Context: an optimization exercise on an open-source flow, tuned for small area, a short achievable clock period and few clock cycles. The choices shown serve that exercise and are no tape-out recipe. Power figures rest on the tool's default switching activity, not on a simulated workload.

Setup of the baseline:
// dci_serializer
module dci_serializer (
    input  wire        clk,
    input  wire        rst,         
    input  wire        cmd_valid,
    output wire        cmd_ready,
    input  wire [31:0] cmd_data,
    input  wire [3:0]  rd_idx,
    output reg  [31:0] rd_data,
    output reg         done
);
Size: about 400 flip-flops, about 73 I/O pins, about 24000 um2 of cells after synthesis.
Settings: LEC_CHECK=0, CAP_MARGIN=20, CORE_MARGIN=2, CORE_UTILIZATION=30, CTS_CLUSTER_DIAMETER=90, CTS_CLUSTER_SIZE=30, PLACE_DENSITY=0.45, SLEW_MARGIN=20; clock period 14.0 ns.
standard.sh (not shown) runs the stock make flow with config.mk's settings and CLKGATE_MAP_FILE= SYNTH_SCRIPT=/design/flow/synth_recipe.tcl, a recipe that flattens the netlist after the stock synthesis.
==> flow/flow/run.sh <==
#!/bin/bash
# The standard layout, with repair_timing asked for 6.5 ns of setup slack and
# sky130_fd_sc_hd__buf_2 as the port buffer (every port still gets one).
# The clock, its period and the I/O constraints are the standard flow's, unchanged.
set -euo pipefail
bash standard.sh SETUP_SLACK_MARGIN=6.5 "BUFFER_PORTS_ARGS=-buffer_cell sky130_fd_sc_hd__buf_2" finish > make_finish.log 2>&1
Here is what was changed in the inputs of the candidate compared with the baseline.
--- a/flow/design.v
+++ b/flow/design.v
@@ -494,23 +494,22 @@
             end
             default: ;
         endcase
     end
     always @(posedge clk) begin
         bank0 <= (bank0 & {128{k0}}) | (sh & {128{w0}});
         bank1 <= (bank1 & {128{k1}}) | (sh & {128{w1}});
     end
     always @(posedge clk) begin
         if (rst) begin
             acc_ptr   <= 1'b0;
-            out_ptr   <= 1'b0;
             acc_len   <= 8'd0;
             acc_final <= 1'b0;
             out_valid <= 1'b0;
             fault     <= 1'b0;
             done      <= 1'b0;
         end else begin
             done <= (b_op != B_NONE) && (b_op != B_FIELD);
             case (b_op)
                 B_CLEAR: begin
                     acc_ptr   <= ~out_ptr;
                     acc_len   <= 8'd0;
@@ -531,31 +530,28 @@
                     out_valid <= 1'b1;
                     acc_final <= 1'b1;
                 end
                 B_FAULT: begin
                     fault     <= 1'b1;
                     out_valid <= 1'b0;
                 end
                 default: ;
             endcase
         end
     end
-    wire [3:0]  rd_dec = 4'b0001 << rd_idx[1:0];
-    reg  [31:0] rd_w0, rd_w1, rd_ws;
-    integer     rj;
+    wire       rd_acc = (rd_idx[3:2] == 2'd1);
+    wire       rd_out = (rd_idx[3:2] == 2'd2);
+    wire       rd_b1  = (rd_acc & acc_ptr) | (rd_out & out_ptr);
+    wire       rd_b0  = (rd_acc & ~acc_ptr) | (rd_out & ~out_ptr);
+    wire [3:0] rd_w   = 4'b0001 << rd_idx[1:0];
+    wire [3:0] rd_s   = (rd_idx[3:2] == 2'd0) ? rd_w : 4'd0;
+    integer    rj;
     always @* begin
-        rd_w0 = 32'd0;
-        rd_w1 = 32'd0;
-        for (rj = 0; rj < 4; rj = rj + 1) begin
-            rd_w0 = rd_w0 | ({32{rd_dec[rj]}} & bank0[127 - 32 * rj -: 32]);
-            rd_w1 = rd_w1 | ({32{rd_dec[rj]}} & bank1[127 - 32 * rj -: 32]);
-        end
-        rd_ws = ({32{rd_dec[0]}} & {29'd0, out_valid, acc_final, fault}) |
-                ({32{rd_dec[1] & fault}} & {12'd0, pfield, opc, 4'd0, pcause}) |
-                ({32{rd_dec[2]}} & {24'd0, acc_len}) |
-                ({32{rd_dec[3]}} & {24'd0, out_len});
+        rd_data = ({32{rd_s[0]}} & {29'd0, out_valid, acc_final, fault}) |
+                  ({32{rd_s[1] & fault}} & {12'd0, pfield, opc, 4'd0, pcause}) |
+                  ({32{rd_s[2]}} & {24'd0, acc_len}) |
+                  ({32{rd_s[3]}} & {24'd0, out_len});
+        for (rj = 0; rj < 4; rj = rj + 1)
+            rd_data = rd_data | ({32{rd_b0 & rd_w[rj]}} & bank0[127 - 32 * rj -: 32]) |
+                                ({32{rd_b1 & rd_w[rj]}} & bank1[127 - 32 * rj -: 32]);
     end
-    wire        rd_s0 = rd_idx[3] ? (~rd_idx[2] & ~out_ptr) : (rd_idx[2] & ~acc_ptr);
-    wire        rd_s1 = rd_idx[3] ? (~rd_idx[2] &  out_ptr) : (rd_idx[2] &  acc_ptr);
-    wire        rd_ss = ~rd_idx[3] & ~rd_idx[2];
-    always @* rd_data = ({32{rd_s0}} & rd_w0) | ({32{rd_s1}} & rd_w1) | ({32{rd_ss}} & rd_ws);
 endmodule
- Reported for the baseline and the candidate, initial antenna violation count turned out identical to the last digit.
- NOTE via count of the first global-routing pass the baseline->the candidate increased by a few percent
- Compared with the baseline, the candidate improves slack of the critical path.
- Number of setup buffers added after CTS: the candidate > the baseline
- The baseline vs the candidate, highest signal layer in the routed design: met5 vs met4
- Between the baseline and the candidate, the fraction of met3 tracks used by global routing figures differ only marginally.
- The candidate against the baseline: proportion of synthesized chip area in sequential cells rose by 1.3 points; post-route cell area moved down; parity-gate share of the synthesized area counting xor and xnor cells was more or less identical.
- Of the baseline and the candidate, the lower clock group total power belongs to the candidate.
- Comparing the baseline and the candidate, maximum number of pins on one net before global-route repair is lower on the candidate.
- Count of antenna-violating nets left after detailed routing: the baseline vs the candidate identical
- [diff] routed wire length, the candidate relative to the baseline: regression
No run of this note included a check of the RTL's function; only the layout flow was run.

## static timing again, ports no longer ideal
Ports are ideal in the flow. The routed layouts listed here were re-timed in OpenROAD.
Step 1, drivers: a clkbuf_16 drives clk and a buf_2 each remaining input, both assumed.
Step 2, shift: input delay + t, output delay - t, t = (earliest + latest rising clock arrival at the registers) / 2. This alone moves slack from input paths to output paths.
Slacks: ideal ports / drivers / drivers and shift; pairs: ideal ports / drivers.
| run | t, ns | setup WS [ns] | worst hold slack (ns) | clock arrival spread, ns | cell pins on the clock port's net |
|---|---|---|---|---|---|
| the baseline | 0.660 | 6.542 / 6.510 / 6.510 | 0.466 / 0.466 / 0.466 | 0.077 / 0.077 | 1 |
| the candidate | 0.632 | 6.606 / 6.561 / 6.561 | 0.466 / 0.466 / 0.466 | 0.068 / 0.068 | 1 |
After both steps every run listed still meets setup and hold. The setup slack of the candidate, which loses most, moves by -0.045 ns with the drivers and by -0.045 ns with both steps.
